This is an optimization exercise on Yosys and OpenROAD, whose aim is small area, a short achievable clock period and few clock cycles, not a production implementation.
Where RTL was checked, it was by simulation tests only, not by an equivalence proof against the original.
No activity file was given, so power comes from the tool's default toggle rates.

## franklin_rx
module franklin_rx (
    input  wire       clk,
    input  wire       rst,           
    input  wire       in_valid,
    input  wire       in_timeout,
    input  wire [7:0] in_byte,
    output wire       in_ready,
    output reg        tx_valid,
    output wire [7:0] tx_byte,
    output reg        ind_valid,
    input  wire       ind_ready,
    output reg        ind_dispatch,
    output reg  [7:0] ind_data,
    output reg        ind_last,
    input  wire [1:0] verdict
);
    localparam QD = 8;               
    localparam QW = 3;
    function [4:0] contrib;
        input [1:0] j;
        input [7:0] d;
        begin
            case (j)
                2'd0: contrib = {^(d & 8'h4B), ^(d & 8'h95), ^(d & 8'h26), ^(d & 8'h38), ^(d & 8'hC0)};
                2'd1: contrib = {^(d & 8'hDC), ^(d & 8'h6C), ^(d & 8'hB5), ^(d & 8'h3A), ^(d & 8'hC3)};
                default: contrib = {^(d & 8'hE2), ^(d & 8'hD5), ^(d & 8'hB9), ^(d & 8'h7E), ^(d & 8'hFF)};
            endcase
        end
    endfunction
    function [4:0] tagpar;
        input [2:0] tag;
        begin
            tagpar = {{4{tag[0] ^ tag[1]}}, tag[0]};
        end
    endfunction
    function [3:0] code_hi;
        input [2:0] idx;
        begin
            case (idx)
                3'd0: code_hi = 4'h8;
                3'd1: code_hi = 4'hE;
                3'd2: code_hi = 4'hD;
                3'd3: code_hi = 4'hB;
                3'd4: code_hi = 4'hF;
                3'd5: code_hi = 4'h9;
                default: code_hi = 4'hA;
  ...
export LEC_CHECK = 0
export CAP_MARGIN = 20
export CORE_MARGIN = 2
export CORE_UTILIZATION = 50
export CTS_CLUSTER_DIAMETER = 100
export CTS_CLUSTER_SIZE = 20
export PLACE_DENSITY = 0.65
export SLEW_MARGIN = 20
create_clock -name core_clock -period 10.0 [get_ports {clk}]
standard.sh (not shown) runs the stock make flow with config.mk's settings and CLKGATE_MAP_FILE= SYNTH_SCRIPT=/design/flow/synth_recipe.tcl, a recipe that flattens the netlist after the stock synthesis.
==> flow/flow/run.sh <==
#!/bin/bash
# The standard layout (the standard.sh: standard synthesis, floorplan,
# placement, CTS, routing), with the setup repair steps aiming for more slack
# than the clock period needs, so that they shorten the critical paths.
set -euo pipefail
export SETUP_SLACK_MARGIN=6.8
bash standard.sh > standard.log 2>&1
Rerun with:
--- a/flow/design.v
+++ b/flow/design.v
@@ -78,26 +78,28 @@
     reg [5:0] tr, tr1;       
     reg [5:0] kc;            
     reg [4:0] synh;          
     reg       bad;
     reg       ffb;           
     reg       ff_in;
     reg [6:0] wp, fs, rq;    
     reg       wv;            
     reg [6:0] wa;
     reg [7:0] wd;
+    reg [3:0] ra;            
+    reg [15:0] rb;           
     reg [7:0] pf [0:1];      
     reg       pfh, pft;
     reg [1:0] pfn;
     reg [7:0]    q [0:QD-1];
     reg [QW-1:0] qh, qt;
-    reg [QW:0]   qn;
+    reg [QD-1:0] qn;         
     reg          hv;         
     reg [7:0]    hd;
     reg       ad;            
     reg [6:0] bleft;         
     reg       pv;            
     reg [1:0] txi;           
     reg       txx;
     assign tx_byte = {1'b1, txx, txi[0], txi[1], 2'b00, txi[1], txi[0]};
     wire       bt      = tk_v && coll && !tk_to;         
     wire       cchk    = bt && !dph;                     
@@ -221,75 +223,90 @@
         end else if (hv) begin
             if (hd[7]) begin
                 ldd = ofree && pfn != 2'd0; hcons = ldd;
             end else if (hd[3]) begin
                 txe = !pv; hcons = !pv;
             end else begin
                 ldc = ofree; hcons = ofree;
             end
         end
     end
-    wire hload = (!hv || hcons) && (qn != 0);
+    wire hload = (!hv || hcons) && qn[0];
     always @(posedge clk) begin
         if (push)
             q[qt] <= pdat;
         if (hload)
             hd <= q[qh];
     end
     wire [6:0] used   = wp - rq;
-    wire [QW:0] qn_p1 = qn + 1'b1;
-    wire [QW:0] qn_m1 = qn - 1'b1;
     wire       rgo    = pfn != 2'd2 && rq != fs;
-    reg  [7:0] mrd;
-    integer mi;
+    reg  [7:0] mcol [0:7];
+    reg  [7:0] mrd [0:1];
+    integer mi, mj;
     always @(*) begin
-        mrd = 8'd0;
-        for (mi = 0; mi < 128; mi = mi + 1)
-            mrd = mrd | ({8{rq == mi}} & mem[mi]);
+        for (mi = 0; mi < 8; mi = mi + 1) begin
+            mcol[mi] = 8'd0;
+            for (mj = 0; mj < 16; mj = mj + 1)
+                mcol[mi] = mcol[mi] | ({8{rb[mj]}} & mem[8 * mj + mi]);
+        end
+        mrd[0] = 8'd0;
+        mrd[1] = 8'd0;
+        for (mi = 0; mi < 4; mi = mi + 1) begin
+            mrd[0] = mrd[0] | ({8{ra[mi]}} & mcol[2 * mi]);
+            mrd[1] = mrd[1] | ({8{ra[mi]}} & mcol[2 * mi + 1]);
+        end
     end
     always @(posedge clk) begin
-        if (rgo)
-            pf[pft] <= mrd;
+        if (rgo && !pft)
+            pf[0] <= mrd[0];
+        if (rgo && pft)
+            pf[1] <= mrd[1];
     end
     wire       tkpush = tk_v && (coll ? (tk_to || (!dph && lastchk)) : (!tk_to && !tk_start));
     always @(posedge clk) begin
         if (rst) begin
             qh        <= {QW{1'b0}};
             qt        <= {QW{1'b0}};
-            qn        <= {(QW+1){1'b0}};
+            qn        <= {QD{1'b0}};
             hv        <= 1'b0;
             ad        <= 1'b0;
             pv        <= 1'b0;
             rq        <= 7'd0;
+            ra        <= 4'd1;
+            rb        <= 16'd1;
             pfh       <= 1'b0;
             pft       <= 1'b0;
             pfn       <= 2'd0;
             ind_valid <= 1'b0;
             tx_valid  <= 1'b0;
             rdy       <= 1'b1;
         end else begin
             if (push)
                 qt <= qt + 1'b1;
             if (hload)
                 qh <= qh + 1'b1;
             if (push && !hload)
-                qn <= qn_p1;
+                qn <= {qn[QD-2:0], 1'b1};
             else if (!push && hload)
-                qn <= qn_m1;
+                qn <= {1'b0, qn[QD-1:1]};
             if (hload)
                 hv <= 1'b1;
             else if (hcons)
                 hv <= 1'b0;
-            rdy <= ({1'b0, qn} + {{QW{1'b0}}, tkpush} <= QD - 2) &&
+            rdy <= !(tkpush ? qn[QD-3] : qn[QD-2]) &&
                    !((rq != fs) && (used >= 7'd125));
             if (rgo) begin
                 rq  <= rq + 7'd1;
+                if (rq[0])
+                    ra <= {ra[2:0], ra[3]};
+                if (rq[0] && ra[3])
+                    rb <= {rb[14:0], rb[15]};
                 pft <= ~pft;
             end
             if (ldd)
                 pfh <= ~pfh;
             pfn <= pfn + {1'b0, rgo} - {1'b0, ldd};
             tx_valid <= vfire || txe;
             if (vfire)
                 pv <= 1'b0;
             if (ofree)
                 ind_valid <= 1'b0;
After rerunning: Cell area went down by 5.6%; register-to-register slack gains 0.22 ns; final cell count goes down by 4.2%; worst setup slack gains 0.39 ns; hold slack improved by 0.012 ns; synthesized area increases by about 1%; die area increases by about 1%; routed wire length fell by 36%; critical path depth went down by 12; count of clock-buffer cells in the layout is higher by 13.
Testbench counts after the change, summed over its fixed seeds: cycles 80,353.
No functional check of the RTL was part of the first run of this note.

---

franklin_rx, a different RTL version from the one above (not shown whole).
For scale: about 3500 cells after synthesis, about 57000 sq um of cells after synthesis.
export LEC_CHECK = 0
export CAP_MARGIN = 20
export CORE_MARGIN = 2
export CORE_UTILIZATION = 50
export CTS_CLUSTER_DIAMETER = 100
export CTS_CLUSTER_SIZE = 20
export PLACE_DENSITY = 0.65
export SLEW_MARGIN = 20
create_clock -name core_clock -period 10.0 [get_ports {clk}]
Scripts as last shown in full above: flow/flow/run.sh
The baseline finished with timing, DRC and antenna clean.
Change:
--- a/flow/design.v
+++ b/flow/design.v
@@ -80,26 +80,25 @@
     reg [4:0] synh;          
     reg       bad;
     reg       ffb;           
     reg       ff_in;
     reg [6:0] wp, fs, rq;    
     reg       wv;            
     reg [6:0] wa;
     reg [7:0] wd;
     reg [7:0] ra;            
     reg [15:0] rb;           
-    reg [7:0] pf [0:1];      
-    reg       pfh, pft;
-    reg [1:0] pfn;
+    reg [7:0] pf;            
+    reg       pfv;
     reg [7:0]    q [0:QD-1];
     reg [QW-1:0] qh, qt;
-    reg [QW:0]   qn;
+    reg [QD-1:0] qn;         
     reg          hv;         
     reg [7:0]    hd;
     reg       ad;            
     reg [6:0] bleft;         
     reg       pv;            
     reg [1:0] txi;           
     reg       txx;
     assign tx_byte = {1'b1, txx, txi[0], txi[1], 2'b00, txi[1], txi[0]};
     wire       bt      = tk_v && coll && !tk_to;         
     wire       cchk    = bt && !dph;                     
@@ -212,102 +211,98 @@
     reg hcons;               
     reg ldd;                 
     reg ldc;                 
     reg txe;                 
     always @(*) begin
         hcons = 1'b0;
         ldd   = 1'b0;
         ldc   = 1'b0;
         txe   = 1'b0;
         if (ad) begin
-            ldd = ofree && pfn != 2'd0;
+            ldd = ofree && pfv;
         end else if (hv) begin
             if (hd[7]) begin
-                ldd = ofree && pfn != 2'd0; hcons = ldd;
+                ldd = ofree && pfv; hcons = ldd;
             end else if (hd[3]) begin
                 txe = !pv; hcons = !pv;
             end else begin
                 ldc = ofree; hcons = ofree;
             end
         end
     end
-    wire hload = (!hv || hcons) && (qn != 0);
+    wire hload = (!hv || hcons) && qn[0];
     always @(posedge clk) begin
         if (push)
             q[qt] <= pdat;
         if (hload)
             hd <= q[qh];
     end
     wire [6:0] used   = wp - rq;
-    wire [QW:0] qn_p1 = qn + 1'b1;
-    wire [QW:0] qn_m1 = qn - 1'b1;
-    wire       rgo    = pfn != 2'd2 && rq != fs;
+    wire       rgo    = (!pfv || ldd) && rq != fs;
     reg  [7:0] mcol [0:7];
     reg  [7:0] mrd;
     integer mi, mj;
     always @(*) begin
         for (mi = 0; mi < 8; mi = mi + 1) begin
             mcol[mi] = 8'd0;
             for (mj = 0; mj < 16; mj = mj + 1)
                 mcol[mi] = mcol[mi] | ({8{rb[mj]}} & mem[8 * mj + mi]);
         end
         mrd = 8'd0;
         for (mi = 0; mi < 8; mi = mi + 1)
             mrd = mrd | ({8{ra[mi]}} & mcol[mi]);
     end
     always @(posedge clk) begin
         if (rgo)
-            pf[pft] <= mrd;
+            pf <= mrd;
     end
     wire       tkpush = tk_v && (coll ? (tk_to || (!dph && lastchk)) : (!tk_to && !tk_start));
     always @(posedge clk) begin
         if (rst) begin
             qh        <= {QW{1'b0}};
             qt        <= {QW{1'b0}};
-            qn        <= {(QW+1){1'b0}};
+            qn        <= {QD{1'b0}};
             hv        <= 1'b0;
             ad        <= 1'b0;
             pv        <= 1'b0;
             rq        <= 7'd0;
             ra        <= 8'd1;
             rb        <= 16'd1;
-            pfh       <= 1'b0;
-            pft       <= 1'b0;
-            pfn       <= 2'd0;
+            pfv       <= 1'b0;
             ind_valid <= 1'b0;
             tx_valid  <= 1'b0;
             rdy       <= 1'b1;
         end else begin
             if (push)
                 qt <= qt + 1'b1;
             if (hload)
                 qh <= qh + 1'b1;
             if (push && !hload)
-                qn <= qn_p1;
+                qn <= {qn[QD-2:0], 1'b1};
             else if (!push && hload)
-                qn <= qn_m1;
+                qn <= {1'b0, qn[QD-1:1]};
             if (hload)
                 hv <= 1'b1;
             else if (hcons)
                 hv <= 1'b0;
-            rdy <= ({1'b0, qn} + {{QW{1'b0}}, tkpush} <= QD - 2) &&
+            rdy <= !(tkpush ? qn[QD-3] : qn[QD-2]) &&
                    !((rq != fs) && (used >= 7'd125));
             if (rgo) begin
                 rq  <= rq + 7'd1;
                 ra  <= {ra[6:0], ra[7]};
                 if (ra[7])
                     rb <= {rb[14:0], rb[15]};
-                pft <= ~pft;
             end
-            if (ldd)
-                pfh <= ~pfh;
-            pfn <= pfn + {1'b0, rgo} - {1'b0, ldd};
+            if (rgo)
+                pfv <= 1'b1;
+            else if (ldd)
+                pfv <= 1'b0;
             tx_valid <= vfire || txe;
             if (vfire)
                 pv <= 1'b0;
             if (ofree)
                 ind_valid <= 1'b0;
             if (ldd) begin
                 ind_valid    <= 1'b1;
                 if (ad) begin
                     bleft    <= bleft - 7'd1;
                     if (bleft == 7'd1) begin
@@ -316,21 +311,21 @@
                     end
                 end else begin
                     bleft    <= hd[6:0];
                     ad       <= 1'b1;
                 end
             end
             if (ldc)
                 ind_valid    <= 1'b1;
         end
     end
-    wire [7:0] o_data = ldd ? pf[pfh] : {code_hi(hd[2:0]), 1'b0, hd[2:0]};
+    wire [7:0] o_data = ldd ? pf : {code_hi(hd[2:0]), 1'b0, hd[2:0]};
     wire       o_last = ldd ? (ad && bleft == 7'd1) : 1'b1;
     wire       o_ld   = ldd || ldc;
     always @(posedge clk) begin
         if (rst) begin
             ind_data     <= 8'd0;
             ind_last     <= 1'b0;
             ind_dispatch <= 1'b0;
         end else if (o_ld) begin
             ind_data     <= o_data;
             ind_last     <= o_last;
=> The new run went through all stages and came out clean. Cell area shrinks by 0.48%. Via count grows by 0.63%. Sequential share of layout area stays flat. Total power shrinks by 4.3%. Wire length shrinks by 1.2%. Worst hold slack degrades by 0.017 ns. Synthesized area shrinks by 0.42%.
Function was not checked in any run of this note: the RTL went through the layout flow alone.

---

The RTL this note starts from:
==> flow/design.v <==
module franklin_rx (
    input  wire       clk,
    input  wire       rst,           
    input  wire       in_valid,
    input  wire       in_timeout,
    input  wire [7:0] in_byte,
    output wire       in_ready,
    output reg        tx_valid,
    output wire [7:0] tx_byte,
    output reg        ind_valid,
    input  wire       ind_ready,
    output reg        ind_dispatch,
    output reg  [7:0] ind_data,
    output reg        ind_last,
    input  wire [1:0] verdict
);
    localparam QD = 8;               
    localparam QW = 3;
    function [4:0] contrib;
        input [1:0] j;
        input [7:0] d;
        begin
            case (j)
                2'd0: contrib = {^(d & 8'h4B), ^(d & 8'h95), ^(d & 8'h26), ^(d & 8'h38), ^(d & 8'hC0)};
                2'd1: contrib = {^(d & 8'hDC), ^(d & 8'h6C), ^(d & 8'hB5), ^(d & 8'h3A), ^(d & 8'hC3)};
                default: contrib = {^(d & 8'hE2), ^(d & 8'hD5), ^(d & 8'hB9), ^(d & 8'h7E), ^(d & 8'hFF)};
            endcase
        end
    endfunction
    function [4:0] tagpar;
        input [2:0] tag;
        begin
            tagpar = {{4{tag[0] ^ tag[1]}}, tag[0]};
        end
    endfunction
    function [3:0] code_hi;
        input [2:0] idx;
        begin
            case (idx)
                3'd0: code_hi = 4'h8;
                3'd1: code_hi = 4'hE;
                3'd2: code_hi = 4'hD;
                3'd3: code_hi = 4'hB;
                3'd4: code_hi = 4'hF;
                3'd5: code_hi = 4'h9;
                default: code_hi = 4'hA;
            endcase
        end
    endfunction
    reg       rdy;
    reg       tk_v;
    reg       tk_to;
    reg [7:0] tk_b;
    reg       tk_known;      
    reg       tk_start;      
    assign in_ready = rdy;
    wire in_known = in_byte[7:4] == code_hi(in_byte[2:0]) && !in_byte[3] &&
                    in_byte[2:0] != 3'd7;
    wire in_start = !in_byte[7] && in_byte[6:0] != 7'd0 && in_byte[6:0] != 7'd1 &&
                    in_byte[6:0] != 7'd2 && in_byte[6:0] != 7'd4;
    always @(posedge clk) begin
        tk_v     <= in_valid & rdy & ~rst;
        tk_to    <= in_timeout;
        tk_b     <= in_byte;
        tk_known <= in_known;
        tk_start <= in_start;
    end
    reg [7:0] mem [0:127];
    reg [4:0] syn [0:42];
    reg       coll;          
    reg       dph;           
    reg       first;         
    reg [6:0] flen;          
    reg [6:0] dleft;         
    reg [1:0] gj;            
    reg [4:0] acc;           
    reg [5:0] gw;            
    reg [5:0] tr, tr1;       
    reg [5:0] kc;            
    reg [4:0] synh;          
    reg       bad;
    reg       ffb;           
    reg       ff_in;
    reg [6:0] wp, fs, rq;    
    reg       wv;            
    reg [6:0] wa;
    reg [7:0] wd;
    reg [7:0] ra;            
    reg [15:0] rb;           
    reg [7:0] pf [0:1];      
    reg       pfh, pft;
    reg [1:0] pfn;
    reg [7:0]    q [0:QD-1];
    reg [QW-1:0] qh, qt;
    reg [QD-1:0] qn;         
    reg          hv;         
    reg [7:0]    hd;
    reg       ad;            
    reg [6:0] bleft;         
    reg       pv;            
    reg [1:0] txi;           
    reg       txx;
    assign tx_byte = {1'b1, txx, txi[0], txi[1], 2'b00, txi[1], txi[0]};
    wire       bt      = tk_v && coll && !tk_to;         
    wire       cchk    = bt && !dph;                     
    wire [4:0] cb      = contrib(gj, tk_b);
    wire [4:0] nsyn    = acc ^ cb;
    wire       wsyn    = bt && gj == 2'd2;
    wire       chk_ok  = tk_b == {synh, tr[2:0]};
    wire       lastchk = (kc == 6'd1);
    wire       fail    = bad || !chk_ok;
    wire       keep    = !fail && ffb == ff_in;           
    wire [5:0] sidx    = cchk ? tr1 : tr;
    reg       push;
    reg [7:0] pdat;
    always @(*) begin
        push = 1'b0;
        pdat = 8'h09;
        if (tk_v) begin
            if (!coll) begin
                if (!tk_to && tk_known) begin
                    push = 1'b1;
                    pdat = {5'd0, tk_b[2:0]};
                end else if (!tk_to && !tk_start) begin
                    push = 1'b1;
                end
            end else if (tk_to) begin
                push = 1'b1;
            end else if (!dph && lastchk) begin
                push = 1'b1;
                if (keep)
                    pdat = {1'b1, flen};
                else
                    pdat = {7'h04, fail};
            end
        end
    end
    always @(posedge clk) begin
        wv <= !rst && bt && dph;
        wa <= wp;
        wd <= first ? {1'b0, tk_b[6:0]} : tk_b;
        if (wv)
            mem[wa] <= wd;
        if (wsyn)
            syn[gw] <= nsyn;
        if (wsyn && gw == sidx)
            synh <= nsyn ^ tagpar(sidx[2:0]);
        else
            synh <= syn[sidx] ^ tagpar(sidx[2:0]);
    end
    always @(posedge clk) begin
        if (rst) begin
            coll  <= 1'b0;
            ff_in <= 1'b0;
            wp    <= 7'd0;
            fs    <= 7'd0;
        end else if (tk_v) begin
            if (!coll) begin
                if (!tk_to && tk_start) begin
                    coll  <= 1'b1;
                    dph   <= 1'b1;
                    first <= 1'b1;
                    flen  <= tk_b[6:0] - 7'd2;
                    dleft <= tk_b[6:0] - 7'd1;
                    gj    <= 2'd1;
                    acc   <= contrib(2'd0, tk_b);
                    gw    <= 6'd0;
                    tr    <= 6'd0;
                    tr1   <= 6'd1;
                    kc    <= 6'd1;
                    bad   <= 1'b0;
                end
            end else if (tk_to) begin
                coll <= 1'b0;
                wp   <= fs;
            end else begin
                gj  <= (gj == 2'd2) ? 2'd0 : gj + 2'd1;
                acc <= (gj == 2'd2) ? 5'd0 : nsyn;
                if (gj == 2'd2)
                    gw <= gw + 6'd1;
                if (dph) begin
                    wp    <= wp + 7'd1;
                    first <= 1'b0;
                    if (first)
                        ffb <= tk_b[7];
                    dleft <= dleft - 7'd1;
                    if (dleft == 7'd1)
                        dph <= 1'b0;
                    if (gj == 2'd0)
                        kc <= kc + 6'd1;
                end else begin
                    tr  <= tr1;
                    tr1 <= tr1 + 6'd1;
                    kc  <= kc - 6'd1;
                    if (!chk_ok)
                        bad <= 1'b1;
                    if (lastchk) begin
                        coll <= 1'b0;
                        if (keep) begin
                            ff_in <= ~ff_in;
                            fs    <= wp;
                        end else begin
                            wp <= fs;
                        end
                    end
                end
            end
        end
    end
    wire ofree = !ind_valid || ind_ready;
    wire vfire = ind_valid && ind_ready && ind_dispatch && ind_last;
    reg hcons;               
    reg ldd;                 
    reg ldc;                 
    reg txe;                 
    always @(*) begin
        hcons = 1'b0;
        ldd   = 1'b0;
        ldc   = 1'b0;
        txe   = 1'b0;
        if (ad) begin
            ldd = ofree && pfn != 2'd0;
        end else if (hv) begin
            if (hd[7]) begin
                ldd = ofree && pfn != 2'd0; hcons = ldd;
            end else if (hd[3]) begin
                txe = !pv; hcons = !pv;
            end else begin
                ldc = ofree; hcons = ofree;
            end
        end
    end
    wire hload = (!hv || hcons) && qn[0];
    always @(posedge clk) begin
        if (push)
            q[qt] <= pdat;
        if (hload)
            hd <= q[qh];
    end
    wire [6:0] used   = wp - rq;
    wire       rgo    = pfn != 2'd2 && rq != fs;
    reg  [7:0] mcol [0:7];
    reg  [7:0] mrd;
    integer mi, mj;
    always @(*) begin
        for (mi = 0; mi < 8; mi = mi + 1) begin
            mcol[mi] = 8'd0;
            for (mj = 0; mj < 16; mj = mj + 1)
                mcol[mi] = mcol[mi] | ({8{rb[mj]}} & mem[8 * mj + mi]);
        end
        mrd = 8'd0;
        for (mi = 0; mi < 8; mi = mi + 1)
            mrd = mrd | ({8{ra[mi]}} & mcol[mi]);
    end
    always @(posedge clk) begin
        if (rgo)
            pf[pft] <= mrd;
    end
    wire       tkpush = tk_v && (coll ? (tk_to || (!dph && lastchk)) : (!tk_to && !tk_start));
    always @(posedge clk) begin
        if (rst) begin
            qh        <= {QW{1'b0}};
            qt        <= {QW{1'b0}};
            qn        <= {QD{1'b0}};
            hv        <= 1'b0;
            ad        <= 1'b0;
            pv        <= 1'b0;
            rq        <= 7'd0;
            ra        <= 8'd1;
            rb        <= 16'd1;
            pfh       <= 1'b0;
            pft       <= 1'b0;
            pfn       <= 2'd0;
            ind_valid <= 1'b0;
            tx_valid  <= 1'b0;
            rdy       <= 1'b1;
        end else begin
            if (push)
                qt <= qt + 1'b1;
            if (hload)
                qh <= qh + 1'b1;
            if (push && !hload)
                qn <= {qn[QD-2:0], 1'b1};
            else if (!push && hload)
                qn <= {1'b0, qn[QD-1:1]};
            if (hload)
                hv <= 1'b1;
            else if (hcons)
                hv <= 1'b0;
            rdy <= !(tkpush ? qn[QD-3] : qn[QD-2]) &&
                   !((rq != fs) && (used >= 7'd125));
            if (rgo) begin
                rq  <= rq + 7'd1;
                ra  <= {ra[6:0], ra[7]};
                if (ra[7])
                    rb <= {rb[14:0], rb[15]};
                pft <= ~pft;
            end
            if (ldd)
                pfh <= ~pfh;
            pfn <= pfn + {1'b0, rgo} - {1'b0, ldd};
            tx_valid <= vfire || txe;
            if (vfire)
                pv <= 1'b0;
            if (ofree)
                ind_valid <= 1'b0;
            if (ldd) begin
                ind_valid    <= 1'b1;
                if (ad) begin
                    bleft    <= bleft - 7'd1;
                    if (bleft == 7'd1) begin
                        ad <= 1'b0;
                        pv <= 1'b1;
                    end
                end else begin
                    bleft    <= hd[6:0];
                    ad       <= 1'b1;
                end
            end
            if (ldc)
                ind_valid    <= 1'b1;
        end
    end
    wire [7:0] o_data = ldd ? pf[pfh] : {code_hi(hd[2:0]), 1'b0, hd[2:0]};
    wire       o_last = ldd ? (ad && bleft == 7'd1) : 1'b1;
    wire       o_ld   = ldd || ldc;
    always @(posedge clk) begin
        if (rst) begin
            ind_data     <= 8'd0;
            ind_last     <= 1'b0;
            ind_dispatch <= 1'b0;
        end else if (o_ld) begin
            ind_data     <= o_data;
            ind_last     <= o_last;
            ind_dispatch <= ldd;
        end
        txi <= vfire ? {verdict[0] ^ verdict[1], verdict[1]} : {1'b0, hd[0]};
        txx <= vfire ? verdict[0] : hd[0];
    end
endmodule
export LEC_CHECK = 0
export CAP_MARGIN = 20
export CORE_MARGIN = 2
export CORE_UTILIZATION = 50
export CTS_CLUSTER_DIAMETER = 100
export CTS_CLUSTER_SIZE = 20
export PLACE_DENSITY = 0.65
export SLEW_MARGIN = 20
create_clock -name core_clock -period 10.0 [get_ports {clk}]
Scripts as last shown in full above: flow/flow/run.sh
Testbench counts at the start, summed over its fixed seeds: cycles 80,353.
==> next run, changes <==
--- a/flow/design.v
+++ b/flow/design.v
@@ -83,9 +83,4 @@
     reg       ff_in;
     reg [6:0] wp, fs, rq;    
-    reg       wv;            
-    reg [6:0] wa;
-    reg [7:0] wd;
-    reg [7:0] ra;            
-    reg [15:0] rb;           
     reg [7:0] pf [0:1];      
     reg       pfh, pft;
@@ -93,5 +88,5 @@
     reg [7:0]    q [0:QD-1];
     reg [QW-1:0] qh, qt;
-    reg [QD-1:0] qn;         
+    reg [QW:0]   qn;
     reg          hv;         
     reg [7:0]    hd;
@@ -137,9 +132,6 @@
     end
     always @(posedge clk) begin
-        wv <= !rst && bt && dph;
-        wa <= wp;
-        wd <= first ? {1'b0, tk_b[6:0]} : tk_b;
-        if (wv)
-            mem[wa] <= wd;
+        if (bt && dph)
+            mem[wp] <= first ? {1'b0, tk_b[6:0]} : tk_b;
         if (wsyn)
             syn[gw] <= nsyn;
@@ -231,5 +223,5 @@
         end
     end
-    wire hload = (!hv || hcons) && qn[0];
+    wire hload = (!hv || hcons) && (qn != 0);
     always @(posedge clk) begin
         if (push)
@@ -240,16 +232,10 @@
     wire [6:0] used   = wp - rq;
     wire       rgo    = pfn != 2'd2 && rq != fs;
-    reg  [7:0] mcol [0:7];
     reg  [7:0] mrd;
-    integer mi, mj;
+    integer mi;
     always @(*) begin
-        for (mi = 0; mi < 8; mi = mi + 1) begin
-            mcol[mi] = 8'd0;
-            for (mj = 0; mj < 16; mj = mj + 1)
-                mcol[mi] = mcol[mi] | ({8{rb[mj]}} & mem[8 * mj + mi]);
-        end
         mrd = 8'd0;
-        for (mi = 0; mi < 8; mi = mi + 1)
-            mrd = mrd | ({8{ra[mi]}} & mcol[mi]);
+        for (mi = 0; mi < 128; mi = mi + 1)
+            mrd = mrd | ({8{rq == mi}} & mem[mi]);
     end
     always @(posedge clk) begin
@@ -262,11 +248,9 @@
             qh        <= {QW{1'b0}};
             qt        <= {QW{1'b0}};
-            qn        <= {QD{1'b0}};
+            qn        <= {(QW+1){1'b0}};
             hv        <= 1'b0;
             ad        <= 1'b0;
             pv        <= 1'b0;
             rq        <= 7'd0;
-            ra        <= 8'd1;
-            rb        <= 16'd1;
             pfh       <= 1'b0;
             pft       <= 1'b0;
@@ -280,19 +264,13 @@
             if (hload)
                 qh <= qh + 1'b1;
-            if (push && !hload)
-                qn <= {qn[QD-2:0], 1'b1};
-            else if (!push && hload)
-                qn <= {1'b0, qn[QD-1:1]};
+            qn <= qn + {{QW{1'b0}}, push} - {{QW{1'b0}}, hload};
             if (hload)
                 hv <= 1'b1;
             else if (hcons)
                 hv <= 1'b0;
-            rdy <= !(tkpush ? qn[QD-3] : qn[QD-2]) &&
+            rdy <= ({1'b0, qn} + {{QW{1'b0}}, tkpush} <= QD - 2) &&
                    !((rq != fs) && (used >= 7'd125));
             if (rgo) begin
                 rq  <= rq + 7'd1;
-                ra  <= {ra[6:0], ra[7]};
-                if (ra[7])
-                    rb <= {rb[14:0], rb[15]};
                 pft <= ~pft;
             end
Effect: Cell count is higher by 4.8%; core utilization came out higher by 4.3 points; register-to-register slack is worse by 0.22 ns; non-clock buffer count rose by 225; maximum frequency decreases by 6.3%; global-route usage went up by 15 points; critical path depth rose by 4; clock-buffer cell count drops by 35; cell area increases by 4.8%; setup slack got worse by 0.22 ns; die area shrinks by 2.2%.
Testbench counts after the change, summed over its fixed seeds: cycles 80,353.

## separate check: timing with driven ports
Ports are ideal in the flow. The routed layouts listed here were re-timed in OpenROAD. Step 1: set_driving_cell puts a clkbuf_16 on clk and a buf_2 on each other input, an assumption about the parent block. Step 2, shift: input delay + t, output delay - t, t = (earliest + latest rising clock arrival at the registers) / 2. This alone moves slack from input paths to output paths. a / b / c = no drivers / after step 1 / after step 2; a / b = the first two.
run	t, ns	setup slack, ns	worst setup path at the end	worst register clock-pin slew, ns
the first run of note 1	0.768	6.429 / 6.457 / 5.690	input to register	0.10 / 0.10
the second run of note 1	0.753	6.819 / 6.759 / 6.202	input to register	0.09 / 0.09
the first run of note 2	0.740	6.476 / 6.474 / 5.734	input to register	0.09 / 0.09
the second run of note 2	0.768	6.706 / 6.706 / 6.166	input to register	0.09 / 0.09
the first run of note 3	0.744	6.791 / 6.753 / 6.171	input to register	0.09 / 0.09
the second run of note 3	0.783	6.575 / 6.575 / 5.958	input to register	0.09 / 0.09
After both steps every run listed still meets setup and hold. The setup slack of the first run of note 2, which loses most, moves by -0.002 ns with the drivers and by -0.742 ns with both steps.
